This is an optimization exercise on Yosys and OpenROAD, whose aim is small area, a short achievable clock period and few clock cycles, not a production implementation. At most, simulation tests tie the RTL to the original design; equivalence was not proved. Function not checked in run 1: the RTL went through the layout flow alone. No activity file was given, so power comes from the tool's default toggle rates.

==> design/flow/design.v <==
module wallet_b2d (
    input  wire [38:0] v,
    input  wire        clr,
    output reg  [38:0] adj,
    output reg  [3:0]  ndig
);
    function [3:0] add3(input [3:0] d);
        case (d)
            4'd5: add3 = 4'd8;
            4'd6: add3 = 4'd9;
            4'd7: add3 = 4'd10;
            4'd8: add3 = 4'd11;
            4'd9: add3 = 4'd12;
            default: add3 = d;
        endcase
    endfunction
    integer k;
    always @* begin
        adj = clr ? 39'd0 : v;
        for (k = 0; k < 9; k = k + 1)
            adj[4*k +: 4] = add3(adj[4*k +: 4]);
    end
    always @* begin
        ndig = 4'd1;
        for (k = 1; k < 9; k = k + 1)
            if (v[4*k +: 4] != 4'd0) ndig = k[3:0] + 4'd1;
        if (v[38:36] != 3'd0) ndig = 4'd10;
    end
endmodule
module wallet_add #(parameter N = 32) (
    input  wire [N-1:0] a,
    input  wire [N-1:0] b,
    input  wire         ci,
    output wire [N:0]   s
);
    localparam integer M    = N + 1;
    localparam integer TOPD = 1 << ($clog2(M) - 1);
    reg [M-1:0] g, p, G, P;
    integer i, d;
    always @* begin
        g = {a & b, ci};
        p = {a ^ b, 1'b0};
        G = g;
        P = p;
        for (d = 1; d < M; d = d * 2)
            for (i = 2*d - 1; i < M; i = i + 2*d) begin
                G[i] = G[i] | (P[i] & G[i-d]);
                P[i] = P[i] & P[i-d];
            end
        for (d = TOPD / 2; d >= 1; d = d / 2)
            for (i = 3*d - 1; i < M; i = i + 2*d) begin
                G[i] = G[i] | (P[i] & G[i-d]);
                P[i] = P[i] & P[i-d];
            end
    end
    assign s = {G[N], p[N:1] ^ G[N-1:0]};
endmodule
module wallet_rom(tp, rom);
  input [7:0] tp;
  wire [7:0] tp;
  output [6:0] rom;
  wire [6:0] rom;
  wire _000_;
  wire _001_;
  wire _002_;
  wire _003_;
  wire _004_;
  wire _005_;
  wire _006_;
  wire _007_;
  wire _008_;
  wire _009_;
  wire _010_;
  wire _011_;
  wire _012_;
  wire _013_;
  wire _014_;
  wire _015_;
  wire _016_;
  wire _017_;
  wire _018_;
  wire _019_;
  wire _020_;
  wire _021_;
  wire _022_;
  wire _023_;
  wire _024_;
  wire _025_;
  wire _026_;
  wire _027_;
  wire _028_;
  wire _029_;
  wire _030_;
  wire _031_;
  wire _032_;
  wire _033_;
  wire _034_;
  wire _035_;
  wire _036_;
  wire _037_;
  wire _038_;
  wire _039_;
  wire _040_;
  wire _041_;
  wire _042_;
  wire _043_;
  wire _044_;
  wire _045_;
  wire _046_;
  wire _047_;
  wire _048_;
  wire _049_;
  wire _050_;
  wire _051_;
  wire _052_;
  wire _053_;
  wire _054_;
  wire _055_;
  wire _056_;
  wire _057_;
  wire _058_;
  wire _059_;
  wire _060_;
  wire _061_;
  wire _062_;
  wire _063_;
  wire _064_;
  wire _065_;
  wire _066_;
  wire _067_;
  wire _068_;
  wire _069_;
  wire _070_;
  wire _071_;
  wire _072_;
  wire _073_;
  wire _074_;
  wire _075_;
  wire _076_;
  wire _077_;
  wire _078_;
  wire _079_;
  wire _080_;
  wire _081_;
  wire _082_;
  wire _083_;
  wire _084_;
  wire _085_;
  wire _086_;
  wire _087_;
  wire _088_;
  wire _089_;
  wire _090_;
  wire _091_;
  wire _092_;
  wire _093_;
  wire _094_;
  wire _095_;
  wire _096_;
  wire _097_;
  wire _098_;
  wire _099_;
  wire _100_;
  wire _101_;
  wire _102_;
  wire _103_;
  wire _104_;
  wire _105_;
  wire _106_;
  wire _107_;
  wire _108_;
  wire _109_;
  wire _110_;
  wire _111_;
  wire _112_;
  wire _113_;
  wire _114_;
  wire _115_;
  wire _116_;
  wire _117_;
  wire _118_;
  wire _119_;
  wire _120_;
  wire _121_;
  wire _122_;
  wire _123_;
  wire _124_;
  wire _125_;
  wire _126_;
  wire _127_;
  wire _128_;
  wire _129_;
  wire _130_;
  wire _131_;
  wire _132_;
  wire _133_;
  wire _134_;
  wire _135_;
  wire _136_;
  wire _137_;
  wire _138_;
  wire _139_;
  wire _140_;
  wire _141_;
  wire _142_;
  wire _143_;
  wire _144_;
  wire _145_;
  wire _146_;
  wire _147_;
  wire _148_;
  wire _149_;
  wire _150_;
  wire _151_;
  wire _152_;
  wire _153_;
  wire _154_;
  wire _155_;
  wire _156_;
  wire _157_;
  wire _158_;
  wire _159_;
  wire _160_;
  wire _161_;
  wire _162_;
  wire _163_;
  wire _164_;
  wire _165_;
  wire _166_;
  wire _167_;
  wire _168_;
  wire _169_;
  wire _170_;
  wire _171_;
  wire _172_;
  wire _173_;
  wire _174_;
  wire _175_;
  wire _176_;
  wire _177_;
  wire _178_;
  wire _179_;
  wire _180_;
  wire _181_;
  wire _182_;
  wire _183_;
  wire _184_;
  wire _185_;
  wire _186_;
  wire _187_;
  wire _188_;
  wire _189_;
  wire _190_;
  wire _191_;
  wire _192_;
  wire _193_;
  wire _194_;
  wire _195_;
  wire _196_;
  wire _197_;
  wire _198_;
  wire _199_;
  wire _200_;
  wire _201_;
  wire _202_;
  wire _203_;
  wire _204_;
  wire _205_;
  wire _206_;
  wire _207_;
  wire _208_;
  wire _209_;
  wire _210_;
  wire _211_;
  wire _212_;
  wire _213_;
  wire _214_;
  wire _215_;
  wire _216_;
  wire _217_;
  wire _218_;
  wire _219_;
  wire _220_;
  wire _221_;
  wire _222_;
  wire _223_;
  wire _224_;
  wire _225_;
  wire _226_;
  wire _227_;
  wire _228_;
  wire _229_;
  wire _230_;
  wire _231_;
  wire _232_;
  wire _233_;
  wire _234_;
  wire _235_;
  wire _236_;
  wire _237_;
  wire _238_;
  wire _239_;
  wire _240_;
  wire _241_;
  wire _242_;
  wire _243_;
  wire _244_;
  wire _245_;
  wire _246_;
  wire _247_;
  wire _248_;
  wire _249_;
  wire _250_;
  wire _251_;
  wire _252_;
  wire _253_;
  wire _254_;
  wire _255_;
  wire _256_;
  wire _257_;
  wire _258_;
  wire _259_;
  wire _260_;
  wire _261_;
  wire _262_;
  wire _263_;
  wire _264_;
  wire _265_;
  wire _266_;
  wire _267_;
  wire _268_;
  wire _269_;
  wire _270_;
  wire _271_;
  wire _272_;
  wire _273_;
  wire _274_;
  wire _275_;
  wire _276_;
  wire _277_;
  wire _278_;
  wire _279_;
  wire _280_;
  wire _281_;
  wire _282_;
  wire _283_;
  wire _284_;
  wire _285_;
  wire _286_;
  wire _287_;
  wire _288_;
  wire _289_;
  wire _290_;
  wire _291_;
  wire _292_;
  wire _293_;
  wire _294_;
  wire _295_;
  wire _296_;
  wire _297_;
  wire _298_;
  wire _299_;
  wire _300_;
  wire _301_;
  wire _302_;
  wire _303_;
  wire _304_;
  wire _305_;
  wire _306_;
  wire _307_;
  wire _308_;
  wire _309_;
  wire _310_;
  wire _311_;
  wire _312_;
  wire _313_;
  wire _314_;
  wire _315_;
  wire _316_;
  wire _317_;
  wire _318_;
  wire _319_;
  wire _320_;
  wire _321_;
  wire _322_;
  wire _323_;
  wire _324_;
  wire _325_;
  wire _326_;
  wire _327_;
  wire _328_;
  wire _329_;
  wire _330_;
  wire _331_;
  wire _332_;
  wire _333_;
  wire _334_;
  wire _335_;
  wire _336_;
  wire _337_;
  wire _338_;
  wire _339_;
  wire _340_;
  wire _341_;
  wire _342_;
  wire _343_;
  wire _344_;
  wire _345_;
  assign _059_ = 4'h4 >> { tp[5], tp[3] };
  assign _070_ = 4'h4 >> { tp[4], tp[2] };
  assign _081_ = 4'h8 >> { _070_, tp[1] };
  assign _092_ = 4'h8 >> { _081_, _059_ };
  assign _103_ = 4'h2 >> { tp[3], tp[0] };
  assign _113_ = 4'h8 >> { _103_, tp[4] };
  assign _124_ = 4'h1 >> { _113_, _092_ };
  assign _135_ = 4'h2 >> tp[7:6];
  assign _146_ = 4'h8 >> { tp[5], tp[3] };
  assign _157_ = 4'h4 >> { tp[0], tp[2] };
  assign _167_ = 4'h2 >> tp[1:0];
  assign _178_ = 4'h1 >> tp[5:4];
  assign _188_ = 4'h8 >> tp[5:4];
  assign _199_ = 4'h1 >> { _188_, _178_ };
  assign _210_ = 4'h2 >> { _199_, tp[3] };
  assign _221_ = 4'h8 >> { _210_, _167_ };
  assign _231_ = 4'h1 >> { _221_, _157_ };
  assign _242_ = 4'h2 >> { _231_, _146_ };
  assign _253_ = 4'h8 >> { tp[4], tp[2] };
  assign _263_ = 4'h2 >> { tp[5], tp[3] };
  assign _274_ = 4'h8 >> { _263_, _253_ };
  assign _283_ = 4'h2 >> tp[3:2];
  assign _284_ = 4'h8 >> { _283_, _178_ };
  assign _285_ = 4'h1 >> { _284_, _274_ };
  assign _286_ = 4'h2 >> { tp[5], tp[0] };
  assign _287_ = 4'h4 >> { tp[4], tp[1] };
  assign _288_ = 4'h2 >> { _287_, _286_ };
  assign _289_ = 4'h4 >> { _288_, _285_ };
  assign _290_ = 4'h1 >> { tp[4], tp[2] };
  assign _291_ = 4'h1 >> { _290_, _253_ };
  assign _292_ = 4'h8 >> tp[3:2];
  assign _293_ = 4'h1 >> { tp[5], tp[3] };
  assign _294_ = 4'h1 >> { _293_, tp[1] };
  assign _295_ = 4'h4 >> { _294_, _292_ };
  assign _296_ = 4'h8 >> { _295_, _291_ };
  assign _297_ = 4'h1 >> { tp[3], tp[1] };
  assign _298_ = 4'h1 >> { _297_, tp[2] };
  assign _299_ = 4'h1 >> tp[1:0];
  assign _300_ = 4'h1 >> { _299_, _293_ };
  assign _301_ = 4'h2 >> { _300_, _298_ };
  assign _302_ = 4'h4 >> { tp[5], tp[0] };
  assign _303_ = 4'h8 >> { _302_, _290_ };
  assign _304_ = 4'h4 >> tp[4:3];
  assign _305_ = 4'h4 >> { _304_, tp[0] };
  assign _306_ = 4'h1 >> { _305_, _303_ };
  assign _307_ = 4'h4 >> { _306_, _301_ };
  assign _308_ = 4'h4 >> { _307_, _296_ };
  assign _309_ = 4'h4 >> { _308_, _289_ };
  assign _310_ = 4'h4 >> { _309_, _242_ };
  assign _311_ = 4'h2 >> { _310_, _135_ };
  assign _312_ = 4'h4 >> { _311_, _124_ };
  assign _313_ = 4'h2 >> { tp[4], tp[1] };
  assign _314_ = 4'h2 >> { tp[0], tp[2] };
  assign _315_ = 4'h4 >> { _314_, tp[3] };
  assign _316_ = 4'h8 >> { _315_, _313_ };
  assign _317_ = 4'h8 >> { _304_, tp[1] };
  assign _318_ = 4'h8 >> { _317_, _286_ };
  assign _319_ = 4'h2 >> { _318_, tp[6] };
  assign _320_ = 4'h4 >> { _319_, _316_ };
  assign _321_ = 4'h8 >> { _299_, _293_ };
  assign _322_ = 4'h4 >> tp[1:0];
  assign _323_ = 4'h8 >> { _322_, _059_ };
  assign _324_ = 4'h1 >> { _323_, _321_ };
  assign _325_ = 4'h8 >> { _293_, _253_ };
  assign _326_ = 4'h1 >> { _325_, _317_ };
  assign _327_ = 4'h8 >> { _313_, tp[2] };
  assign _328_ = 4'h8 >> { _322_, _188_ };
  assign _329_ = 4'h1 >> { _328_, _327_ };
  assign _330_ = 4'h8 >> { _329_, _326_ };
  assign _331_ = 4'h8 >> { _330_, _324_ };
  assign _332_ = 4'h8 >> { _313_, tp[3] };
  assign _333_ = 4'h1 >> { _332_, _314_ };
  assign _334_ = 4'h1 >> { _333_, _146_ };
  assign _335_ = 4'h8 >> { _299_, _146_ };
  assign _336_ = 4'h1 >> { _335_, _288_ };
  assign _337_ = 4'h1 >> { _336_, tp[2] };
  assign _338_ = 4'h1 >> { _337_, _334_ };
  assign _339_ = 4'h8 >> { _338_, _331_ };
  assign _340_ = 4'h2 >> { _339_, _320_ };
  assign _341_ = 4'h4 >> { _322_, _285_ };
  assign _342_ = 4'h8 >> { _167_, tp[2] };
  assign _343_ = 4'h4 >> { _342_, _210_ };
  assign _344_ = 4'h8 >> { _299_, _292_ };
  assign _345_ = 4'h4 >> { _344_, _199_ };
  assign _000_ = 4'h1 >> { _345_, _343_ };
  assign _001_ = 4'h4 >> { _000_, _341_ };
  assign _002_ = 4'h8 >> { _342_, _304_ };
  assign _003_ = 4'h1 >> { _002_, tp[6] };
  assign _004_ = 4'h8 >> tp[1:0];
  assign _005_ = 4'h8 >> { _004_, tp[3] };
  assign _006_ = 4'h8 >> { _005_, _070_ };
  assign _007_ = 4'h8 >> { _004_, tp[5] };
  assign _008_ = 4'h4 >> { _007_, _291_ };
  assign _009_ = 4'h1 >> { _008_, _006_ };
  assign _010_ = 4'h8 >> { _009_, _003_ };
  assign _011_ = 4'h8 >> { tp[5], tp[0] };
  assign _012_ = 4'h4 >> { _292_, tp[4] };
  assign _013_ = 4'h8 >> { _012_, _011_ };
  assign _014_ = 4'h2 >> { _299_, _146_ };
  assign _015_ = 4'h8 >> { _014_, _291_ };
  assign _016_ = 4'h4 >> { _015_, _013_ };
  assign _017_ = 4'h1 >> { tp[4], tp[1] };
  assign _018_ = 4'h8 >> { _157_, _059_ };
  assign _019_ = 4'h8 >> { _018_, _017_ };
  assign _020_ = 4'h8 >> { _253_, tp[5] };
  assign _021_ = 4'h8 >> { _020_, _299_ };
  assign _022_ = 4'h1 >> { _021_, _019_ };
  assign _023_ = 4'h4 >> { _022_, _016_ };
  assign _024_ = 4'h8 >> { _023_, _010_ };
  assign _025_ = 4'h8 >> { _313_, _293_ };
  assign _026_ = 4'h8 >> { _025_, tp[0] };
  assign _027_ = 4'h1 >> { _026_, _305_ };
  assign _028_ = 4'h2 >> { _027_, _298_ };
  assign _029_ = 4'h4 >> { tp[3], tp[0] };
  assign _030_ = 4'h4 >> { _199_, tp[1] };
  assign _031_ = 4'h8 >> { _030_, _029_ };
  assign _032_ = 4'h4 >> { _031_, tp[2] };
  assign _033_ = 4'h1 >> { _032_, _028_ };
  assign _034_ = 4'h8 >> { _033_, _024_ };
  assign _035_ = 4'h8 >> { _034_, _001_ };
  assign _036_ = 4'h1 >> { _035_, _340_ };
  assign _037_ = 4'h1 >> { _322_, _317_ };
  assign _038_ = 4'h1 >> tp[7:6];
  assign _039_ = 4'h8 >> { _322_, _070_ };
  assign _040_ = 4'h8 >> { _039_, _146_ };
  assign _041_ = 4'h2 >> { _040_, _038_ };
  assign _042_ = 4'h2 >> { _004_, _284_ };
  assign _043_ = 4'h1 >> { _042_, _092_ };
  assign _044_ = 4'h4 >> { _043_, _031_ };
  assign _045_ = 4'h8 >> { _044_, _041_ };
  assign _046_ = 4'h4 >> { _045_, _028_ };
  assign _047_ = 4'h4 >> { _046_, _037_ };
  assign _048_ = 4'h8 >> { _047_, _036_ };
  assign rom[5] = 4'h1 >> { _048_, _312_ };
  assign _049_ = 4'h2 >> { _199_, tp[0] };
  assign _050_ = 4'h4 >> { _049_, _001_ };
  assign _051_ = 4'h1 >> { _293_, tp[2] };
  assign _052_ = 4'h2 >> { _051_, _322_ };
  assign _053_ = 4'h8 >> { _052_, _178_ };
  assign _054_ = 4'h8 >> { _263_, tp[4] };
  assign _055_ = 4'h8 >> { _054_, tp[0] };
  assign _056_ = 4'h2 >> { _019_, tp[7] };
  assign _057_ = 4'h4 >> { _056_, _055_ };
  assign _058_ = 4'h4 >> { _057_, _053_ };
  assign _060_ = 4'h4 >> { _058_, _050_ };
  assign _061_ = 4'h4 >> { _263_, tp[2] };
  assign _062_ = 4'h4 >> { _061_, tp[0] };
  assign _063_ = 4'h1 >> { _062_, _008_ };
  assign _064_ = 4'h2 >> { _063_, _332_ };
  assign _065_ = 4'h8 >> { _293_, _157_ };
  assign _066_ = 4'h2 >> { _065_, _135_ };
  assign _067_ = 4'h4 >> { _066_, _026_ };
  assign _068_ = 4'h4 >> { _299_, tp[4] };
  assign _069_ = 4'h8 >> { _068_, _283_ };
  assign _071_ = 4'h8 >> { _292_, tp[4] };
  assign _072_ = 4'h4 >> { _071_, _011_ };
  assign _073_ = 4'h1 >> { _072_, _069_ };
  assign _074_ = 4'h8 >> { _073_, _067_ };
  assign _075_ = 4'h4 >> { _074_, _064_ };
  assign _076_ = 4'h1 >> { _075_, _060_ };
  assign _077_ = 4'h8 >> { _291_, _059_ };
  assign _078_ = 4'h8 >> { _077_, _299_ };
  assign _079_ = 4'h1 >> { _078_, _013_ };
  assign _080_ = 4'h4 >> { _079_, _076_ };
  assign _082_ = 4'h2 >> { _001_, _178_ };
  assign _083_ = 4'h8 >> { _290_, tp[3] };
  assign _084_ = 4'h8 >> { _083_, _286_ };
  assign _085_ = 4'h1 >> { _084_, _025_ };
  assign _086_ = 4'h8 >> { _085_, _041_ };
  assign _087_ = 4'h8 >> { _052_, _146_ };
  assign _088_ = 4'h4 >> { _007_, _290_ };
  assign _089_ = 4'h4 >> { _088_, tp[3] };
  assign _090_ = 4'h1 >> { _089_, _087_ };
  assign _091_ = 4'h8 >> { _090_, _086_ };
  assign _093_ = 4'h8 >> { _321_, _290_ };
  assign _094_ = 4'h8 >> { _327_, tp[5] };
  assign _095_ = 4'h1 >> { _094_, _093_ };
  assign _096_ = 4'h2 >> { _095_, _333_ };
  assign _097_ = 4'h1 >> { tp[5], tp[1] };
  assign _098_ = 4'h2 >> { _097_, _314_ };
  assign _099_ = 4'h1 >> { _065_, _321_ };
  assign _100_ = 4'h4 >> { _099_, _098_ };
  assign _101_ = 4'h2 >> { _100_, tp[4] };
  assign _102_ = 4'h1 >> { _101_, _096_ };
  assign _104_ = 4'h8 >> { _102_, _091_ };
  assign _105_ = 4'h4 >> { _104_, _082_ };
  assign rom[4] = 4'h1 >> { _105_, _080_ };
  assign _106_ = 4'h2 >> { _157_, tp[3] };
  assign _107_ = 4'h8 >> { _106_, _030_ };
  assign _108_ = 4'h4 >> { _029_, tp[5] };
  assign _109_ = 4'h8 >> { _108_, _253_ };
  assign _110_ = 4'h1 >> { _109_, _019_ };
  assign _111_ = 4'h4 >> { _110_, _087_ };
  assign _112_ = 4'h4 >> { _111_, _107_ };
  assign _114_ = 4'h4 >> { _221_, tp[2] };
  assign _115_ = 4'h2 >> { _096_, _010_ };
  assign _116_ = 4'h4 >> { _115_, _114_ };
  assign _117_ = 4'h8 >> { _116_, _112_ };
  assign _118_ = 4'h1 >> { _031_, _113_ };
  assign _119_ = 4'h2 >> { _118_, tp[2] };
  assign _120_ = 4'h8 >> { _015_, _004_ };
  assign _121_ = 4'h4 >> { _059_, tp[2] };
  assign _122_ = 4'h4 >> { _004_, tp[4] };
  assign _123_ = 4'h2 >> { _004_, tp[4] };
  assign _125_ = 4'h1 >> { _123_, _122_ };
  assign _126_ = 4'h2 >> { _125_, _121_ };
  assign _127_ = 4'h8 >> { _083_, _322_ };
  assign _128_ = 4'h8 >> { _342_, _178_ };
  assign _129_ = 4'h1 >> { _128_, _127_ };
  assign _130_ = 4'h4 >> { _129_, _126_ };
  assign _131_ = 4'h4 >> { _130_, _120_ };
  assign _132_ = 4'h1 >> { _083_, _293_ };
  assign _133_ = 4'h1 >> { _132_, _286_ };
  assign _134_ = 4'h8 >> { _133_, _167_ };
  assign _136_ = 4'h2 >> { _134_, _320_ };
  assign _137_ = 4'h8 >> { _136_, _131_ };
  assign _138_ = 4'h4 >> { _137_, _119_ };
  assign _139_ = 4'h1 >> { _138_, _117_ };
  assign _140_ = 4'h1 >> { _139_, tp[7] };
  assign _141_ = 4'h1 >> { _020_, _012_ };
  assign _142_ = 4'h4 >> { _054_, tp[2] };
  assign _143_ = 4'h2 >> { _142_, _141_ };
  assign _144_ = 4'h1 >> { _292_, tp[0] };
  assign _145_ = 4'h4 >> { _144_, _143_ };
  assign _147_ = 4'h8 >> { _313_, _059_ };
  assign _148_ = 4'h2 >> { _039_, tp[7] };
  assign _149_ = 4'h4 >> { _148_, _147_ };
  assign _150_ = 4'h8 >> { _012_, _302_ };
  assign _151_ = 4'h4 >> { _321_, _070_ };
  assign _152_ = 4'h1 >> { _151_, _150_ };
  assign _153_ = 4'h8 >> { _152_, _149_ };
  assign _154_ = 4'h2 >> { _313_, _199_ };
  assign _155_ = 4'h2 >> { _154_, _157_ };
  assign _156_ = 4'h1 >> { _155_, _221_ };
  assign _158_ = 4'h8 >> { _156_, _153_ };
  assign _159_ = 4'h4 >> { _158_, _145_ };
  assign rom[3] = 4'h1 >> { _159_, _140_ };
  assign _160_ = 4'h4 >> { _004_, _146_ };
  assign _161_ = 4'h4 >> { _160_, _141_ };
  assign _162_ = 4'h1 >> { _161_, tp[7] };
  assign _163_ = 4'h4 >> { _162_, _036_ };
  assign _164_ = 4'h2 >> { _018_, tp[7] };
  assign _165_ = 4'h1 >> { _142_, _052_ };
  assign _166_ = 4'h8 >> { _165_, _164_ };
  assign _168_ = 4'h4 >> { _178_, tp[2] };
  assign _169_ = 4'h8 >> { _168_, _297_ };
  assign _170_ = 4'h8 >> { _327_, _293_ };
  assign _171_ = 4'h1 >> { _170_, _169_ };
  assign _172_ = 4'h1 >> { _017_, _011_ };
  assign _173_ = 4'h4 >> { _172_, _081_ };
  assign _174_ = 4'h4 >> { _017_, tp[2] };
  assign _175_ = 4'h2 >> { _174_, tp[3] };
  assign _176_ = 4'h4 >> { _175_, _173_ };
  assign _177_ = 4'h8 >> { _287_, _059_ };
  assign _179_ = 4'h1 >> { _068_, _315_ };
  assign _180_ = 4'h4 >> { _179_, _177_ };
  assign _181_ = 4'h4 >> { _180_, _176_ };
  assign _182_ = 4'h8 >> { _181_, _171_ };
  assign _183_ = 4'h8 >> { _182_, _166_ };
  assign rom[2] = 4'h1 >> { _183_, _163_ };
  assign _184_ = 4'h1 >> { _030_, tp[3] };
  assign _185_ = 4'h2 >> { _184_, _314_ };
  assign _186_ = 4'h8 >> { _121_, _167_ };
  assign _187_ = 4'h1 >> { _313_, _287_ };
  assign _189_ = 4'h2 >> { _187_, _029_ };
  assign _190_ = 4'h2 >> { _292_, _288_ };
  assign _191_ = 4'h1 >> { _190_, _189_ };
  assign _192_ = 4'h4 >> { _191_, _186_ };
  assign _193_ = 4'h1 >> { _088_, _092_ };
  assign _194_ = 4'h8 >> { _193_, _171_ };
  assign _195_ = 4'h8 >> { _194_, _192_ };
  assign _196_ = 4'h4 >> { _195_, _185_ };
  assign _197_ = 4'h2 >> { _196_, _135_ };
  assign _198_ = 4'h8 >> { _296_, _146_ };
  assign _200_ = 4'h1 >> { _150_, _062_ };
  assign _201_ = 4'h1 >> { _297_, _286_ };
  assign _202_ = 4'h8 >> { _201_, _168_ };
  assign _203_ = 4'h2 >> { _201_, tp[2] };
  assign _204_ = 4'h1 >> { _203_, _202_ };
  assign _205_ = 4'h8 >> { _204_, _200_ };
  assign _206_ = 4'h2 >> { _324_, tp[4] };
  assign _207_ = 4'h8 >> { _188_, _167_ };
  assign _208_ = 4'h8 >> { _017_, _103_ };
  assign _209_ = 4'h1 >> { _208_, _018_ };
  assign _211_ = 4'h4 >> { _209_, _207_ };
  assign _212_ = 4'h4 >> { _211_, _206_ };
  assign _213_ = 4'h8 >> { _212_, _205_ };
  assign _214_ = 4'h4 >> { _213_, _198_ };
  assign _215_ = 4'h2 >> { _214_, tp[7] };
  assign _216_ = 4'h4 >> { _303_, tp[3] };
  assign _217_ = 4'h1 >> { _021_, _344_ };
  assign _218_ = 4'h4 >> { _217_, _216_ };
  assign _219_ = 4'h8 >> { _218_, _046_ };
  assign _220_ = 4'h1 >> { _219_, _215_ };
  assign _222_ = 4'h8 >> { _208_, tp[5] };
  assign _223_ = 4'h2 >> { _141_, _005_ };
  assign _224_ = 4'h1 >> { _223_, _222_ };
  assign _225_ = 4'h4 >> { _224_, _220_ };
  assign rom[1] = 4'he >> { _225_, _197_ };
  assign _226_ = 4'h1 >> { _274_, tp[1] };
  assign _227_ = 4'h4 >> { _226_, _133_ };
  assign _228_ = 4'h8 >> { _143_, tp[1] };
  assign _229_ = 4'h1 >> { _228_, _227_ };
  assign _230_ = 4'h8 >> { _122_, tp[2] };
  assign _232_ = 4'h1 >> { _230_, _039_ };
  assign _233_ = 4'h1 >> { _232_, tp[5] };
  assign _234_ = 4'h8 >> { _077_, _314_ };
  assign _235_ = 4'h8 >> { _049_, _292_ };
  assign _236_ = 4'h2 >> { _235_, _164_ };
  assign _237_ = 4'h4 >> { _236_, _234_ };
  assign _238_ = 4'h4 >> { _237_, _233_ };
  assign _239_ = 4'h4 >> { _238_, _229_ };
  assign _240_ = 4'h4 >> { _062_, tp[4] };
  assign _241_ = 4'h1 >> { _083_, _061_ };
  assign _243_ = 4'h1 >> { _241_, tp[1] };
  assign _244_ = 4'h8 >> { _147_, tp[2] };
  assign _245_ = 4'h2 >> { _244_, _038_ };
  assign _246_ = 4'h4 >> { _245_, _243_ };
  assign _247_ = 4'h4 >> { _246_, _240_ };
  assign _248_ = 4'h8 >> { _290_, _103_ };
  assign _249_ = 4'h1 >> { _248_, _318_ };
  assign _250_ = 4'h4 >> { _253_, _103_ };
  assign _251_ = 4'h4 >> { _250_, _108_ };
  assign _252_ = 4'h1 >> { _293_, _146_ };
  assign _254_ = 4'h8 >> { _017_, tp[0] };
  assign _255_ = 4'h4 >> { _254_, _252_ };
  assign _256_ = 4'h8 >> { _007_, _070_ };
  assign _257_ = 4'h1 >> { _256_, _255_ };
  assign _258_ = 4'h4 >> { _257_, _251_ };
  assign _259_ = 4'h8 >> { _258_, _249_ };
  assign _260_ = 4'h8 >> { _259_, _247_ };
  assign _261_ = 4'h1 >> { _260_, _311_ };
  assign rom[0] = 4'hb >> { _261_, _239_ };
  assign _262_ = 4'h1 >> { _014_, _318_ };
  assign _264_ = 4'h2 >> { _262_, _253_ };
  assign _265_ = 4'h8 >> { _169_, tp[0] };
  assign _266_ = 4'h1 >> { _265_, _264_ };
  assign _267_ = 4'h8 >> { _266_, _247_ };
  assign _268_ = 4'h4 >> { _344_, tp[5] };
  assign _269_ = 4'h8 >> { _268_, tp[4] };
  assign _270_ = 4'h2 >> { _161_, tp[7] };
  assign _271_ = 4'h4 >> { _270_, _269_ };
  assign _272_ = 4'h4 >> { _271_, _134_ };
  assign _273_ = 4'h2 >> { _004_, _178_ };
  assign _275_ = 4'h8 >> { _273_, _300_ };
  assign _276_ = 4'h8 >> { _061_, _004_ };
  assign _277_ = 4'h1 >> { _276_, _268_ };
  assign _278_ = 4'h4 >> { _277_, _275_ };
  assign _279_ = 4'h2 >> { _040_, _135_ };
  assign _280_ = 4'h8 >> { _279_, _095_ };
  assign _281_ = 4'h8 >> { _280_, _278_ };
  assign _282_ = 4'h1 >> { _281_, _272_ };
  assign rom[6] = 4'hb >> { _282_, _267_ };
endmodule
module coin_wallet (
    input  wire        clk,
    input  wire        rst,
    input  wire        in_valid,
    output wire        in_ready,
    input  wire [7:0]  in_data,
    output wire        out_valid,
    input  wire        out_ready,
    output wire [7:0]  out_data,
    output wire        out_last,
    input  wire        coin_edge,
    input  wire        ms_tick,
    input  wire        restore_valid,
    input  wire [31:0] restore_bal,
    input  wire [31:0] restore_cnt,
    output wire [31:0] bal,
    output wire [31:0] cnt,
    output wire        zind,
    output reg         save_req
);
    localparam [6:0] DEBOUNCE_WINDOW_MS = 7'd100;
    localparam [2:0] M_BAL = 3'd0,    
                     M_CNT = 3'd1,    
                     M_OK  = 3'd2,
                     M_OVF = 3'd3,
                     M_INS = 3'd4,
                     M_RCA = 3'd5,
                     M_INV = 3'd6,
                     M_UNK = 3'd7;
    reg [31:0] bal_r, cnt_r;
    reg [6:0]  elapsed;      
    reg        has_last;
    assign bal  = bal_r;
    assign cnt  = cnt_r;
    assign zind = (bal_r == 32'd0);
    localparam [1:0] P_LEN = 2'd0,    
                     P_PAY = 2'd1,    
                     P_DON = 2'd2,    
                     P_EXD = 2'd3;    
    localparam [3:0] F_START = 4'd0, F_G  = 4'd1, F_R  = 4'd2, F_ADD = 4'd3,
                     F_SUB   = 4'd4, F_GB = 4'd5, F_GS = 4'd6, F_GC  = 4'd7,
                     F_RB    = 4'd8, F_RC = 4'd9, F_DEAD = 4'd15;
    reg [1:0]  pst;
    reg [7:0]  remain;       
    reg [7:0]  ib;           
    reg        ibv;
    reg        dstep;        
    reg        started;      
    reg        wsp;          
    reg [3:0]  fam;
    reg [3:0]  pos;          
    reg        amt_any, amt_bad, amt_nz;
    reg [3:0]  amt_nd;       
    reg [31:0] amt_val;
    reg        ib_dig;       
    reg        in_amt;       
    reg        ex1;          
    reg        ex_co;        
    reg        fsub;         
    wire b_ws  = (ib == 8'h20) || (ib >= 8'h09 && ib <= 8'h0d);
    wire d_dig = (in_data[7:4] == 4'h3) && (in_data[3:0] <= 4'd9);
    reg        m_dig, m_st1, m_st2, m_ex;
    wire dig_now = m_dig;
    assign in_ready = ~pst[1] & ~(dig_now & ~dstep);
    wire in_fire = in_valid & in_ready;
    function [7:0] kexp(input [3:0] f, input [3:0] p);
        begin
            kexp = 8'h00;
            case (f)
                F_G:   case (p) 4'd1: kexp = "E"; 4'd2: kexp = "T"; 4'd3: kexp = "_"; default: ; endcase
                F_R:   case (p) 4'd1: kexp = "E"; 4'd2: kexp = "S"; 4'd3: kexp = "E";
                                4'd4: kexp = "T"; 4'd5: kexp = "_"; default: ; endcase
                F_ADD, F_SUB:
                       case (p) 4'd1: kexp = (f == F_ADD) ? "D" : "U";
                                4'd2: kexp = (f == F_ADD) ? "D" : "B";
                                4'd3: kexp = "_"; 4'd4: kexp = "B"; 4'd5: kexp = "A";
                                4'd6: kexp = "L"; 4'd7: kexp = "A"; 4'd8: kexp = "N";
                                4'd9: kexp = "C"; 4'd10: kexp = "E"; 4'd11: kexp = "=";
                                default: ; endcase
                F_GB:  case (p) 4'd5: kexp = "A"; 4'd6: kexp = "L"; 4'd7: kexp = "A";
                                4'd8: kexp = "N"; 4'd9: kexp = "C"; 4'd10: kexp = "E";
                                default: ; endcase
                F_GS:  case (p) 4'd5: kexp = "T"; 4'd6: kexp = "A"; 4'd7: kexp = "T";
                                4'd8: kexp = "U"; 4'd9: kexp = "S"; default: ; endcase
                F_GC:  case (p) 4'd5: kexp = "O"; 4'd6: kexp = "I"; 4'd7: kexp = "N";
                                4'd8: kexp = "_"; 4'd9: kexp = "C"; 4'd10: kexp = "O";
                                4'd11: kexp = "U"; 4'd12: kexp = "N"; 4'd13: kexp = "T";
                                default: ; endcase
                F_RB:  case (p) 4'd7: kexp = "A"; 4'd8: kexp = "L"; 4'd9: kexp = "A";
                                4'd10: kexp = "N"; 4'd11: kexp = "C"; 4'd12: kexp = "E";
                                default: ; endcase
                F_RC:  case (p) 4'd7: kexp = "O"; 4'd8: kexp = "U"; 4'd9: kexp = "N";
                                4'd10: kexp = "T"; default: ; endcase
                default: ;
            endcase
        end
    endfunction
    function [3:0] klen(input [3:0] f);
        case (f)
            F_GB: klen = 4'd11;
            F_GS: klen = 4'd10;
            F_GC: klen = 4'd14;
            F_RB: klen = 4'd13;
            F_RC: klen = 4'd11;
            default: klen = 4'd0;
        endcase
    endfunction
    reg        n_started, n_wsp, n_bad;
    reg [3:0]  n_fam, n_pos;
    wire       n_amt = (n_fam == F_ADD || n_fam == F_SUB) && (n_pos == 4'd12);
    always @* begin
        n_started = started;
        n_wsp     = wsp;
        n_fam     = fam;
        n_pos     = pos;
        n_bad     = amt_bad;
        if (b_ws) begin
            if (started) n_wsp = 1'b1;
        end else begin
            n_started = 1'b1;
            n_wsp     = 1'b0;
            if (in_amt) begin
                n_bad = 1'b1;
            end else begin
                n_pos = pos + 4'd1;
                if (started && wsp) begin
                    n_fam = F_DEAD;
                end else if (fam == F_START) begin
                    n_fam = (ib == "G") ? F_G : (ib == "R") ? F_R :
                            (ib == "A") ? F_ADD : (ib == "S") ? F_SUB : F_DEAD;
                end else if (fam == F_G && pos == 4'd4) begin
                    n_fam = (ib == "B") ? F_GB : (ib == "S") ? F_GS :
                            (ib == "C") ? F_GC : F_DEAD;
                end else if (fam == F_R && pos == 4'd6) begin
                    n_fam = (ib == "B") ? F_RB : (ib == "C") ? F_RC : F_DEAD;
                end else if (pos == klen(fam) || ib != kexp(fam, pos)) begin
                    n_fam = F_DEAD;
                end
            end
        end
    end
    wire is_gb  = (fam == F_GB)  && (pos == 4'd11);
    wire is_gs  = (fam == F_GS)  && (pos == 4'd10);
    wire is_gc  = (fam == F_GC)  && (pos == 4'd14);
    wire is_rb  = (fam == F_RB)  && (pos == 4'd13);
    wire is_rc  = (fam == F_RC)  && (pos == 4'd11);
    wire is_add = (fam == F_ADD) && (pos == 4'd12);
    wire is_sub = (fam == F_SUB) && (pos == 4'd12);
    wire amt_ok = amt_any && !amt_bad;
    wire        st1   = m_st1;
    wire        st2   = m_st2;
    wire        ex_md = m_ex;
    reg         s_xb, s_x4, s_x2;         
    reg         s_ya, s_yn, s_yd, s_ci;   
    wire [31:0] add_x = ({32{s_xb}} & bal_r) |
                        ({32{s_x4}} & {amt_val[29:0], 2'b00}) |
                        ({32{s_x2}} & {amt_val[30:0], 1'b0});
    wire [31:0] add_y = ({32{s_ya}} & amt_val) |
                        ({32{s_yn}} & ~amt_val) |
                        {28'd0, {4{s_yd}} & ib[3:0]};
    wire        add_c = s_ci;
    wire [32:0] add_s;
    wire [32:0] cnt_inc;
    wallet_add #(.N(32)) u_add (.a(add_x), .b(add_y), .ci(add_c), .s(add_s));
    wallet_add #(.N(32)) u_inc (.a(cnt_r), .b(32'd0), .ci(1'b1), .s(cnt_inc));
    wire st1_ovf = amt_val[31] | amt_val[30] | add_s[32];
    wire st2_ovf = amt_val[31] | add_s[32];
    reg        e_ok, e_changed, e_show, e_bal0, e_cnt0, e_sum;
    reg [2:0]  e_msg;
    always @* begin
        e_ok = 1'b0; e_changed = 1'b0; e_msg = M_UNK; e_show = 1'b0;
        e_bal0 = 1'b0; e_cnt0 = 1'b0; e_sum = 1'b0;
        if (is_gb) begin
            e_ok = 1'b1; e_msg = M_BAL;
        end else if (is_gs) begin
            e_ok = 1'b1; e_msg = M_OK;
        end else if (is_gc) begin
            e_ok = 1'b1; e_msg = M_CNT;
        end else if (is_rb) begin
            e_ok = 1'b1; e_msg = M_BAL; e_changed = 1'b1; e_bal0 = 1'b1;
        end else if (is_rc) begin
            e_ok = 1'b1; e_msg = M_RCA; e_changed = 1'b1; e_cnt0 = 1'b1;
        end else if ((is_add || is_sub) && !amt_ok) begin
            e_msg = M_INV;
        end else if (is_add) begin
            e_show = 1'b1;
            if (ex_co) begin
                e_msg = M_OVF;
            end else begin
                e_ok = 1'b1; e_msg = M_BAL; e_changed = 1'b1; e_sum = 1'b1;
            end
        end else if (is_sub) begin
            e_show = 1'b1;
            if (!ex_co) begin
                e_msg = M_INS;
            end else begin
                e_ok = 1'b1; e_msg = M_BAL; e_changed = 1'b1; e_sum = 1'b1;
            end
        end
    end
    reg        x_valid;      
    reg        x_ok, x_changed, x_show;
    reg [2:0]  x_msg;
    reg [3:0]  x_nc;
    reg        ab_done;      
    reg        ab_len;       
    reg [7:0]  x_len;
    reg        cv_busy, cv_c;
    reg [4:0]  cv_cnt;
    wire        cv_ab  = cv_busy & ~cv_c;
    wire        cv_am  = cv_busy &  cv_c;
    wire        cv_clr = (cv_cnt == 5'd0);
    wire        cv_last = (cv_cnt == 5'd31);
    reg  [38:0] d_a, d_b, d_c;
    wire [38:0] j_ac, j_b;
    wire [3:0]  n_a, n_b, n_c_unused, n_x_unused;
    wallet_b2d u_sac (.v(cv_c ? d_c : d_a), .clr(cv_clr), .adj(j_ac), .ndig(n_x_unused));
    wallet_b2d u_sb  (.v(d_b), .clr(cv_clr), .adj(j_b), .ndig(n_b));
    wallet_b2d u_na  (.v(d_a), .clr(1'b0), .adj(), .ndig(n_a));
    always @(posedge clk) begin
        if (cv_ab) begin
            d_a <= {j_ac[37:0], bal_r[31]};
            d_b <= {j_b[37:0], cnt_r[31]};
        end
        if (cv_am)
            d_c <= {j_ac[37:0], amt_val[31] & x_show};
    end
    reg        r_act;        
    reg [7:0]  od;           
    reg        od_last;      
    reg        od_pay;       
    reg [7:0]  rq;           
    reg        rq_len, rq_sum;
    reg [1:0]  sph;          
    reg [7:0]  tp;           
    reg        dmode;        
    reg [1:0]  dsrc;         
    reg [3:0]  dcnt;         
    reg        r_late;       
    reg        r_ok, r_changed;
    reg [2:0]  r_msg;
    reg [3:0]  r_nc;
    reg [7:0]  csum;
    assign out_data  = od;
    assign out_valid = r_act;
    assign out_last  = od_last;
    wire [6:0] rom;
    wallet_rom u_rom (.tp(tp), .rom(rom));
    reg [38:0] dsel;
    always @* begin
        case (dsrc)
            2'd0:    dsel = d_a;
            2'd1:    dsel = d_b;
            default: dsel = d_c;
        endcase
    end
    wire [3:0] digit = dcnt[3] ? (dcnt[0] ? {1'b0, dsel[38:36]} : dsel[35:32])
                               : dsel[4*dcnt[2:0] +: 4];
    wire [7:0] pay_ch = dmode ? {4'h3, digit} : {1'b0, rom};
    function [4:0] msg_len(input [2:0] m, input [3:0] na, input [3:0] nb);
        case (m)
            M_BAL:   msg_len = {1'b0, na};
            M_CNT:   msg_len = {1'b0, nb};
            M_OK:    msg_len = 5'd2;
            M_OVF:   msg_len = 5'd16;
            M_INS:   msg_len = 5'd20;
            M_RCA:   msg_len = 5'd11;
            M_INV:   msg_len = 5'd14;
            default: msg_len = 5'd15;
        endcase
    endfunction
    wire [7:0] len_next = 8'd92
                        + (x_ok ? 8'd7 : 8'd5)
                        + {4'd0, n_a}
                        + {4'd0, n_b}
                        + {3'd0, msg_len(x_msg, n_a, n_b)}
                        + (x_changed ? 8'd4 : 8'd5)
                        + {4'd0, x_nc};
    wire fire    = r_act & out_ready;
    wire load    = fire & ~od_last;      
    wire ex0     = (pst == P_DON) && !ibv && !x_valid;
    wire exec    = ex0 && ex1;
    wire late_ev = load && (sph == 2'd2) && !dmode && (tp == 8'd76);
    wire ab_go   = x_valid && !ab_done && !cv_busy && (!r_act || r_late || late_ev);
    wire r_start = x_valid && ab_len && (!r_act || (fire && od_last));
    reg [1:0] pst_n;
    reg       ibv_n, ib_dig_n, dstep_n, in_amt_n, fsub_n;
    always @* begin
        pst_n = pst;
        if (in_fire && pst == P_LEN)
            pst_n = (in_data == 8'd0) ? P_DON : P_PAY;
        else if (in_fire && remain == 8'd1)
            pst_n = P_DON;
        else if (exec)
            pst_n = P_EXD;
        else if (cv_am && cv_last)
            pst_n = P_LEN;
        ibv_n    = (in_fire && pst == P_PAY) || st1;
        ib_dig_n = (in_fire && pst == P_PAY) ? d_dig : ib_dig;
        dstep_n  = st1 ? 1'b1 : st2 ? 1'b0 : dstep;
        in_amt_n = (in_fire && pst == P_LEN) ? 1'b0 : (ibv && !dig_now) ? n_amt : in_amt;
        fsub_n   = (in_fire && pst == P_LEN) ? 1'b0 : (ibv && !dig_now) ? (n_fam == F_SUB) : fsub;
    end
    wire dig_n = ibv_n & in_amt_n & ib_dig_n;
    always @(posedge clk) begin
        save_req <= 1'b0;
        pst      <= pst_n;
        ibv      <= ibv_n;
        ib_dig   <= ib_dig_n;
        dstep    <= dstep_n;
        in_amt   <= in_amt_n;
        fsub     <= fsub_n;
        m_dig    <= dig_n;
        m_st1    <= dig_n & ~dstep_n;
        m_st2    <= dig_n &  dstep_n;
        m_ex     <= ~dig_n & (pst_n == P_DON);
        s_xb     <= ~dig_n;
        s_x4     <= dig_n & ~dstep_n;
        s_x2     <= dig_n &  dstep_n;
        s_ya     <= dig_n ? ~dstep_n : (pst_n == P_DON) & ~fsub_n;
        s_yn     <= ~dig_n & (pst_n == P_DON) & fsub_n;
        s_yd     <= dig_n & dstep_n;
        s_ci     <= ~dig_n & ((pst_n != P_DON) | fsub_n);
        if (in_fire) begin
            if (pst == P_LEN) begin
                remain  <= in_data;
                started <= 1'b0;
                wsp     <= 1'b0;
                fam     <= F_START;
                pos     <= 4'd0;
                amt_any <= 1'b0; amt_bad <= 1'b0; amt_nz <= 1'b0; amt_nd <= 4'd0;
                amt_val <= 32'd0;
            end else begin
                ib     <= in_data;
                remain <= remain - 8'd1;
            end
        end
        if (st1) begin
            amt_val <= add_s[31:0];
            if (st1_ovf) amt_bad <= 1'b1;
        end else if (st2) begin
            amt_val <= add_s[31:0];
            if (st2_ovf || wsp) amt_bad <= 1'b1;
            wsp     <= 1'b0;
            amt_any <= 1'b1;
            if (ib[3:0] != 4'd0) amt_nz <= 1'b1;
            if (amt_nz || ib[3:0] != 4'd0) amt_nd <= amt_nd + 4'd1;
        end else if (ibv) begin
            started <= n_started;
            wsp     <= n_wsp;
            fam     <= n_fam;
            pos     <= n_pos;
            amt_bad <= n_bad;
        end
        ex1   <= ex0 && !ex1;
        ex_co <= add_s[32];
        if (exec) begin
            x_valid   <= 1'b1;
            x_ok      <= e_ok;
            x_changed <= e_changed;
            x_show    <= e_show;
            x_msg     <= e_msg;
            x_nc      <= (e_show && amt_nd != 4'd0) ? amt_nd : 4'd1;
            save_req  <= e_changed;
        end
        if (ab_go) begin
            cv_busy <= 1'b1;
            cv_c    <= 1'b0;
            cv_cnt  <= 5'd0;
        end else if (r_start) begin
            cv_busy <= 1'b1;
            cv_c    <= 1'b1;
            cv_cnt  <= 5'd0;
        end else if (cv_busy) begin
            cv_cnt <= cv_cnt + 5'd1;
            if (cv_last) begin
                cv_busy <= 1'b0;
                if (!cv_c) ab_done <= 1'b1;
            end
        end
        if (cv_am) begin
            amt_val <= {amt_val[30:0], 1'b0};
        end
        if (ab_done && !ab_len) begin
            ab_len <= 1'b1;
            x_len  <= len_next;
        end
        if (fire && od_pay) csum <= csum + od;
        if (r_start) begin
            x_valid   <= 1'b0;
            ab_done   <= 1'b0;
            ab_len    <= 1'b0;
            r_act     <= 1'b1;
            od        <= 8'h7e;
            od_last   <= 1'b0;
            od_pay    <= 1'b0;
            rq_len    <= 1'b1;
            rq_sum    <= 1'b0;
            sph       <= 2'd2;
            tp        <= 8'd0;
            dmode     <= 1'b0;
            r_late    <= 1'b0;
            r_ok      <= x_ok;
            r_changed <= x_changed;
            r_msg     <= x_msg;
            r_nc      <= x_nc;
            csum      <= x_len;
        end else if (fire && od_last) begin
            r_act   <= 1'b0;
            od_last <= 1'b0;
        end else if (load) begin
            od      <= rq_len ? csum : rq_sum ? csum + od : rq;
            od_pay  <= ~rq_len & ~rq_sum;
            od_last <= rq_sum;
            rq_len  <= 1'b0;
            rq_sum  <= sph == 2'd3;
            if (sph == 2'd3) sph <= 2'd0;
            if (sph == 2'd2) begin
                rq <= pay_ch;
                if (dmode) begin
                    if (dcnt == 4'd0) dmode <= 1'b0;
                    else dcnt <= dcnt - 4'd1;
                end else begin
                    case (tp)
                        8'd10:  tp <= r_ok ? 8'd11 : 8'd18;
                        8'd17:  tp <= 8'd23;
                        8'd39:  begin dmode <= 1'b1; dsrc <= 2'd0; dcnt <= n_a - 4'd1; tp <= 8'd40; end
                        8'd62:  begin dmode <= 1'b1; dsrc <= 2'd1; dcnt <= n_b - 4'd1; tp <= 8'd63; end
                        8'd75:  case (r_msg)
                                    M_BAL: begin dmode <= 1'b1; dsrc <= 2'd0; dcnt <= n_a - 4'd1; tp <= 8'd76; end
                                    M_CNT: begin dmode <= 1'b1; dsrc <= 2'd1; dcnt <= n_b - 4'd1; tp <= 8'd76; end
                                    M_OK:  tp <= 8'd113;
                                    M_OVF: tp <= 8'd115;
                                    M_INS: tp <= 8'd131;
                                    M_RCA: tp <= 8'd151;
                                    M_INV: tp <= 8'd162;
                                    default: tp <= 8'd176;
                                endcase
                        8'd76:  begin r_late <= 1'b1; tp <= 8'd77; end
                        8'd92:  tp <= r_changed ? 8'd93 : 8'd97;
                        8'd96:  tp <= 8'd102;
                        8'd111: begin dmode <= 1'b1; dsrc <= 2'd2; dcnt <= r_nc - 4'd1; tp <= 8'd112; end
                        8'd112: sph <= 2'd3;
                        8'd114, 8'd130, 8'd150, 8'd161, 8'd175, 8'd190: tp <= 8'd76;
                        default: tp <= tp + 8'd1;
                    endcase
                end
            end
        end
        if (rst) begin
            m_dig    <= 1'b0;
            m_st1    <= 1'b0;
            m_st2    <= 1'b0;
            m_ex     <= 1'b0;
            s_xb <= 1'b1; s_x4 <= 1'b0; s_x2 <= 1'b0;
            s_ya <= 1'b0; s_yn <= 1'b0; s_yd <= 1'b0; s_ci <= 1'b1;
            pst      <= P_LEN;
            ibv      <= 1'b0;
            ex1      <= 1'b0;
            dstep    <= 1'b0;
            x_valid  <= 1'b0;
            ab_done  <= 1'b0;
            ab_len   <= 1'b0;
            cv_busy  <= 1'b0; cv_c <= 1'b0; cv_cnt <= 5'd0;
            r_act    <= 1'b0;
            od_last  <= 1'b0;
            save_req <= 1'b0;
        end
    end
    wire accept = !has_last || (elapsed > DEBOUNCE_WINDOW_MS);
    always @(posedge clk) begin
        if (rst) begin
            bal_r    <= 32'd0;
            cnt_r    <= 32'd0;
            elapsed  <= 7'd0;
            has_last <= 1'b0;
        end else begin
            if (ms_tick && elapsed <= DEBOUNCE_WINDOW_MS)
                elapsed <= elapsed + 7'd1;
            if (exec) begin
                if (e_bal0) bal_r <= 32'd0;
                else if (e_sum) bal_r <= add_s[31:0];
                if (e_cnt0) cnt_r <= 32'd0;
            end else if (cv_ab) begin
                bal_r <= {bal_r[30:0], bal_r[31]};
                cnt_r <= {cnt_r[30:0], cnt_r[31]};
            end else if (restore_valid) begin
                bal_r <= restore_bal;
                cnt_r <= restore_cnt;
            end else if (coin_edge) begin
                if (accept) begin
                    if (!(&bal_r)) bal_r <= add_s[31:0];
                    if (!(&cnt_r)) cnt_r <= cnt_inc[31:0];
                    has_last <= 1'b1;
                    elapsed  <= 7'd0;
                end else begin
                    bal_r <= 32'd0;
                    cnt_r <= 32'd0;
                end
            end
        end
    end
endmodule
==> design/flow/run.sh <==
#!/bin/bash
# synth_recipe.tcl (not shown) runs the flow's synth.tcl, then flattens the netlist and writes it again
# the make line also repeats each setting of config.mk as NAME=value (left out here)
make -C /OpenROAD-flow-scripts/flow DESIGN_CONFIG=/design/flow/config.mk WORK_HOME=/design/flow/orfs CLKGATE_MAP_FILE= SYNTH_SCRIPT=/design/flow/synth_recipe.tcl finish
==> design/flow/config.mk <==
export PLATFORM = sky130hd
export DESIGN_NAME = coin_wallet
export DESIGN_NICKNAME = coin_wallet
export VERILOG_FILES = /design/flow/design.v
export SDC_FILE = /design/flow/constraint.sdc
export NUM_CORES = 4
export LEC_CHECK = 0
export ABC_AREA = 1
export CAP_MARGIN = 20
export CORE_MARGIN = 2
export CORE_UTILIZATION = 40
export SETUP_SLACK_MARGIN = 4.5
export SLEW_MARGIN = 20
==> design/flow/constraint.sdc <==
create_clock -name core_clock -period 8.0 [get_ports {clk}]
set_input_delay 1.6000 -clock core_clock [delete_from_list [all_inputs] [get_ports {clk}]]
set_output_delay 1.6000 -clock core_clock [all_outputs]
set_load 0.01 [all_outputs]
==> results of run 1 <==
worst max-delay path: stages (launching register included):
cell      delay [ns]
edfxtp_1        0.43
nor4_4          0.42
and2_4          0.24
nand2_4         0.06
a21oi_4         0.16
inv_2           0.07
fa_2            0.55
fa_2            0.43
fa_2            0.57
ha_4            0.13
inv_2           0.04
fa_2            0.36
o21ai_2         0.17
or2_4           0.14
nand2_2         0.03
through the flow:
stage	total power [mW]	hold WS (ns)	utilization, %
after global routing	5.25	0.437	48.8
after floorplan	2.71	0.390	-
after detailed placement	3.03	0.409	44.4
after global placement	3.04	0.408	44.4
after CTS	5.04	0.418	47.9
final	5.04	0.415	48.8
power by group through the flow:
stage                     clock, mW  sequential [mW]  combinational [mW]
final                          1.94             2.15               0.944
after floorplan                   0             2.16               0.550
after CTS                      1.98             2.15               0.913
after global placement            0             2.18               0.856
after detailed placement          0             2.18               0.851
after global routing           2.05             2.16                1.05
cells in the final DEF, fill, tap and decap left out, types with 8 or more instances in the layout:
cell type	instances
nor4_4	11
nand3_1	155
nor2_4	9
nand4_1	46
dfxtp_1	116
fa_2	15
fa_1	13
nor2_1	269
dfxtp_2	22
buf_6	12
o221ai_1	35
nor3_1	39
clkbuf_16	45
nand2_2	22
o21ai_0	290
a221oi_1	10
inv_1	422
o21ai_1	52
clkbuf_1	13
ha_1	97
a31oi_1	13
edfxtp_1	215
clkdlybuf4s50_1	152
o21ai_2	10
nand2_1	706
a221o_1	18
o211ai_1	66
o31ai_1	8
clkinv_1	12
nor2_2	19
buf_4	76
nor4_1	24
xor2_1	36
inv_2	35
a21oi_1	212
o22ai_1	62
a211oi_1	9
xnor2_1	20
final cells by class:
cell class	count	area (um2)	share of cell area, %
Clock inverter	18	151	0.504
Inverter	468	1790	5.95
Clock buffer	61	1220	4.05
Timing Repair Buffer	250	2390	7.97
Tap cell	837	1050	3.49
Sequential cell	360	9410	31.3
Multi-Input combinational cell	2399	14000	46.7
per-layer routing:
| metal | vias up | routed length (um) | part of all wire, % | global-route usage [%] |
|---|---|---|---|---|
| li1 | 11884 | - | - | - |
| met1 | 11221 | 34800 | 43 | 33.4 |
| met3 | 186 | 4980 | 6.2 | 2.89 |
| met5 | - | 13 | 0.016 | 0 |
| met2 | 854 | 37300 | 47 | 40.3 |
| met4 | 2 | 3010 | 3.8 | 9.48 |
Yosys cell counts, types with 5 or more instances:
cell type,count
a2111oi_0,7
inv_1,442
inv_2,18
nand4_1,46
xor2_1,43
a31oi_1,18
a221o_1,18
ha_1,106
or2_2,8
a221oi_1,11
o21ai_1,6
nand2_2,10
o211ai_1,66
fa_1,28
nor2_1,283
nand3_1,158
o21ai_0,344
a22oi_1,5
edfxtp_1,215
o31ai_1,9
a211oi_1,10
nor4_1,39
nor2_2,10
o22ai_1,64
dfxtp_1,145
and3_1,5
o221ai_1,41
nand2_1,719
nor3_1,41
a21o_1,7
xnor2_1,22
clkbuf_1,122
clkinv_1,8
a21oi_1,215
sequential cells by signal, indices dropped and copies added (netlist names), 4 cells and up, named ones only:
signal / cells
x_len: 8
od: 8
fam: 4
amt_val: 32
x_nc: 4
remain: 8
d_a: 39
tp: 8
amt_nd: 4
csum: 8
elapsed: 7
pos: 4
bal_r: 32
cv_cnt: 5
d_b: 39
cnt_r: 32
ib: 8
r_nc: 4
rq: 7
d_c: 39
dcnt: 4
worst max-delay path by stage:
stage	cells past startpoint	end
after global placement	22	amt_bad
final	14	x_len[5]
after floorplan	24	amt_bad
after CTS	14	x_len[5]
after detailed placement	22	amt_bad
after global routing	14	x_len[5]
cells by family after synthesis:
| family | Yosys count | share of synthesized area, % |
|---|---|---|
| AND/OR/NAND/NOR | 1342 | 23.0 |
| AO/OA/AOI/OAI | 857 | 20.4 |
| buffers and inverters | 600 | 9.13 |
| flip-flops | 360 | 37.6 |
| adder cells (fa/ha/maj) | 134 | 7.58 |
| XOR/XNOR | 65 | 2.29 |
timing repair:
action	4_1_cts	5_1_grt
resized for setup	132	106
cloned	2	0
pin swaps	54	64
buffers inserted	40	23
endpoints found under the setup margin	117	78
==> summary.txt, run 1 <==
Final HPWL DP: 55,800 um
Skew-Pair Late Insertion Delay: 0.59 ns
top cells by area, synth: edfxtp_1 (26%), dfxtp_1 (12%), nand2_1 (11%)
Static Leak: 12.0 nW
worst hold start: ex1
Hold Fails Final Rpt: 0
switching power: 1.49 mW
Final Non-Filler Cells: 4,393
area leader, netlist: edfxtp_1
clk buf depth: 3
Die ar.: 64,200 um2
R2R Setup Slk: 3.90 ns
post-route cell area: 30,100 um2
count of cell types in the netlist: 66
Cells after Synth: 3,358
crit path time final: 4.10 ns
FF+latch count, synth: 360
Die Span Y: 253 um
Slew HR: 34.3%
1st-pass router iterations: 6
fin worst setup slack: 3.90 ns
grt ovf: 0
Synth top area share: 25.9%
status: timing/DRC/antenna clean
Int Pwr: 3.55 mW
Total Routing Usage GR: 24.7%
Reg2Reg Launch Point: d_a[21]
Via Count: 24,147
YS warnings: 3
starting DRC count in detailed routing: 1,989
CTS Buf Count: 43
Sum Neg Setup Slack: 0 ns
Final Wtd Congestion: 1.01
Die Width: 253 um
largest net degree at the start of global routing: 145
worst clock skew: 0.0320 ns
Syn Nets: 3,571
layout cell share with drive strength beyond 1: 10.9%
Wirelength per Cell: 18.2 um
clock-pin slew on the worst setup and hold paths: 0.06 ns
Critical Path Source Type: flip-flop
DR DRC count: 0
number of vias per cell: 5.50
Post-DRT Antenna Nets: 0
Port Buffers: 155
Critical Path RT: 8.32 ns
Power Density: 168 nW/um2
CTS sink count: 360
Row Count: 91
# IOs: 156
Starting Density: 40.4%
worst reg2reg path depth: 14
hold_buf cts: 0
H-tree depth: 2
Layout Nets: 3,735
Finish-stage setup viols: 0
ys async rst share: 0%
Post-Place Cells: 4,249
number of synthesized flops with an enable pin: 215
Top FF cell, synth: edfxtp_1
antenna violations before repair: 1
CP startpoint: d_a[21]
Clk pwr share: 38.6%
Fill cells: 6,063
area growth from synthesis to layout: 20.7%
DRT Wirelength: 80,100 um
placed cell area: 27,300 um2
syn avg cell area: 7.41 um2
final period utilization: 51.2%
WHS Endpoint: ex1
hold path depth: 1
CORE AREA: 61,600 um2
Sequential Power Share: 42.7%
Max-cap violations: 0
RSZ-0062 raised after global routing: yes
slew of the pin with the lowest slew margin: 0.984 ns
first-pass GRT wire length: 127,000 um
Ant. Diodes: 0
f_max: 244 MHz
Max VDD drop: 0.143 mV
worst-path fanout max: 2
CTS tree: done
clock root buffer: clkbuf_16
max-slew violations: 0
Seq/Total Area, Yosys: 37.6%
Net Sw Frac: 29.6%
Worst EP arrival: 4.42 ns
Cell Area, Synth: 24,900 um2
worst flop-to-flop path endpoint: x_len[5]
CP endpoint kind: flip-flop
vias in the first global route: 22,886
combinational share of power: 18.7%
pre-CTS setup slack: 3.09 ns
WS Path Type: reg -> reg
worst hold path class: reg -> reg
==> run 2, diff against run 1 <==
--- a/design/flow/design.v
+++ b/design/flow/design.v
@@ -33,8 +33,16 @@
     input  wire         ci,
     output wire [N:0]   s
 );
+    function integer top_pow2(input integer m);
+        integer k;
+        begin
+            top_pow2 = 1;
+            for (k = 0; k < 31; k = k + 1)
+                if (2 * top_pow2 < m) top_pow2 = 2 * top_pow2;
+        end
+    endfunction
     localparam integer M    = N + 1;
-    localparam integer TOPD = 1 << ($clog2(M) - 1);
+    localparam integer TOPD = top_pow2(M);
     reg [M-1:0] g, p, G, P;
     integer i, d;
     always @* begin
--- a/design/flow/config.mk
+++ b/design/flow/config.mk
@@ -9,5 +9,5 @@
 export CAP_MARGIN = 20
 export CORE_MARGIN = 2
 export CORE_UTILIZATION = 40
-export SETUP_SLACK_MARGIN = 4.5
+export SETUP_SLACK_MARGIN = 4.0
 export SLEW_MARGIN = 20
==> run 2 against run 1 <==
Sequential share of layout area up 0.55 points; design area down 2.3%; routed wire length about the same; non-clock buffer count down 32; maximum frequency up 2.4%; combinational power down 6.0%; area after synthesis unchanged; utilization down 1.1 points; register-to-register slack better by 0.09 ns; clock skew down 0.0033 ns; die area unchanged; critical path type unchanged; clock-buffer cell count up 7.
==> summary.txt, run 2 <==
status: timing/DRC/antenna clean
crit path time final: 4.00 ns
Ant. Diodes: 0
Final HPWL DP: 56,200 um
synth cell count leaders: nand2_1 (719), inv_1 (442), o21ai_0 (344), nor2_1 (283)
Wirelength per Cell: 18.4 um
Die Width: 253 um
metal2 WL: 37,300 um
WS Path Type: reg -> reg
hold_buf cts: 0
worst hold path class: reg -> reg
slew of the pin with the lowest slew margin: 1.05 ns
mux contribution to synthesized area: 0%
Int Pwr: 3.55 mW
final period utilization: 50.0%
clock root buffer: clkbuf_16
DR DRC count: 0
f_max: 250 MHz
# IOs: 156
starting DRC count in detailed routing: 1,841
Final Non-Filler Cells: 4,361
Critical Path RT: 8.34 ns
1st-pass router iterations: 6
worst clock skew: 0.0286 ns
Static Leak: 11.8 nW
worst-path fanout max: 3
Final Wtd Congestion: 0.977
Skew-Pair Late Insertion Delay: 0.60 ns
count of cell types in the netlist: 66
CTS sink count: 360
Via Count: 24,107
Sum Neg Setup Slack: 0 ns
Seq/Total Area, Yosys: 37.6%
grt ovf: 0
FF+latch count, synth: 360
fin worst setup slack: 4.00 ns
Die ar.: 64,200 um2
Slew HR: 29.7%
Max-cap violations: 0
CTS Buf Count: 44
combinational share of power: 17.6%
Net Sw Frac: 29.4%
vias in the first global route: 22,786
Starting Density: 40.4%
max-slew violations: 0
biggest regs: d_a (39), d_b (39), d_c (39)
area growth from synthesis to layout: 18.0%
Power Density: 171 nW/um2
Clk pwr share: 39.7%
Finish-stage setup viols: 0
antenna violations before repair: 0
Adder-Cell Fraction of Synth Area: 7.58%
clk buf depth: 3
DRT Wirelength: 80,100 um
Post-Place Cells: 4,251
number of synthesized flops with an enable pin: 215
CTS tree: done
commonest non-fill, non-tap cell in the layout: nand2_1
YS warnings: 3
Row Count: 91
Syn Nets: 3,571
Post-DRT Antenna Nets: 0
Critical Path Source Type: flip-flop
Layout Nets: 3,703
clock-pin slew on the worst setup and hold paths: 0.05 ns
number of vias per cell: 5.53
syn avg cell area: 7.41 um2
Cell Area, Synth: 24,900 um2
CP endpoint kind: flip-flop
met3 wire len: 4520 um
Synth top area share: 25.9%
Fill cells: 6,170
Top FF cell, synth: edfxtp_1
top-count cell post-synth: nand2_1
area of the multi-input gates: 13,700 um2
largest net degree at the start of global routing: 74
top cells by area, synth: edfxtp_1 (26%), dfxtp_1 (12%), nand2_1 (11%)
switching power: 1.48 mW
first-pass GRT wire length: 125,000 um
post-synthesis xor/xnor area fraction: 2.29%
area leader, netlist: edfxtp_1
commonest cells after routing, fill and taps aside: nand2_1 (708), inv_1 (431), o21ai_0 (332)
Worst EP arrival: 4.34 ns
CORE AREA: 61,600 um2
pre-CTS setup slack: 3.18 ns
compound-cell area share of the yosys netlist: 20.4%
largest family of logic cells by synthesized area: simple AND/OR/NAND/NOR gates
Max Used Layer: met4
Die Span Y: 253 um
Port Buffers: 155
FF/Latch Area: 9360 um2
met1 wire length: 35,300 um
Max VDD drop: 0.139 mV
post-synthesis simple-gate area fraction: 23.0%
Hold Fails Final Rpt: 0
H-tree depth: 2
layout cell share with drive strength beyond 1: 7.69%
Sequential Power Share: 42.6%
Cells after Synth: 3,358
Total Routing Usage GR: 24.3%
RSZ-0062 raised after global routing: yes
ys async rst share: 0%
[run 2: cell counts after synthesis]
No cell type changed its count.
[run 2: area by class of cell]
cell class                      count  area share (%)
Multi-Input combinational cell   2398            46.6
Sequential cell                   360            31.9
Timing Repair Buffer              218            7.05
Inverter                          468            6.07
Clock buffer                       68            4.37
Tap cell                          837            3.57
Clock inverter                     12           0.456
[run 2: per-layer routing]
metal	up-vias	GRT usage (%)
li1	11800	-
met1	11375	32.7
met2	761	39.4
met3	171	3.25
met4	0	9.96
met5	-	0
[run 2: cells by family after synthesis]
kind of cell / count (synthesis)
xor gates and xnor gates: 65
buffers and inverters: 600
adders and majority gates: 134
AOI/OAI and AO/OA: 857
and+or+nand+nor: 1342
DFF: 360
[run 2: repair_timing]
action | CTS | global route
resized for setup | 61 | 61
pin swaps | 16 | 31
setup buffers | 10 | 20
setup endpoints to repair | 40 | 29
[run 2: worst max-delay path: stages (launching register included)]
cell and delay [ns]:
edfxtp_1 0.42, nor4_4 0.39, and2_4 0.23, nand2_4 0.06, a21oi_4 0.13, inv_2 0.07
fa_2 0.54, fa_2 0.44, fa_2 0.60, ha_4 0.14, inv_4 0.04, fa_2 0.35
o21ai_2 0.16, or2_4 0.14, nand2_2 0.03
[run 2: final timing paths]
| path | start | end | slack (ns) | depth (start not counted) |
|---|---|---|---|---|
| worst max-delay path | d_a[21] | x_len[5] | 4.00 | 14 |
| worst max register to register | d_a[21] | x_len[5] | 4.00 | 14 |
| worst min-delay path | ex1 | ex1 | 0.41 | 1 |
| worst min register to register | ex1 | ex1 | 0.41 | 1 |
[run 2: power groups by stage]
stage / clock network (mW) / logic [mW] / registers (mW)
floorplan: 0 / 0.544 / 2.16
global route: 2.11 / 0.982 / 2.16
CTS: 2.04 / 0.864 / 2.14
finish: 2.00 / 0.887 / 2.15
detailed placement: 0 / 0.847 / 2.18
global placement: 0 / 0.852 / 2.18
[run 2: stage by stage]
step                area (um2)  hold slack (ns)  utilization, %  power [mW]
global placement         27200            0.402            44.2        3.03
finish                   29400            0.412            47.7        5.04
global route             29400            0.441            47.7        5.25
detailed placement       27200            0.406            44.2        3.03
CTS                      29000            0.413            47.1        5.05
floorplan                24900            0.390               -        2.70
Testbench counts of run 2, summed over its fixed seeds: cycles 155,004.

## separate check: timing with driven ports
The flow's constraints put no driver on any port. The routed layouts listed below were extracted and timed again, unchanged, in two steps. Step 1 assumes that a clkbuf_16 drives the clock port and a buf_2 every other input. Step 2 adds t to the input delays and takes it off the output delays; t is the mean of the earliest and latest rising clock arrival at the registers after step 1. Input paths then give back, and output paths get back, about the clock's delay inside the block. Three values: ideal ports, drivers, drivers and shift; two values: the first two.
run	t (ns)	setup slack, ns	clock arrival spread, ns	pins driven straight from the clock port
run 1	0.639	3.904 / 3.904 / 3.904	0.033 / 0.033	1
run 2	0.655	3.999 / 3.999 / 3.685	0.029 / 0.029	1
After both steps every run listed still meets setup and hold. The setup slack of run 2, which loses most, moves by 0.000 ns with the drivers and by -0.314 ns with both steps.
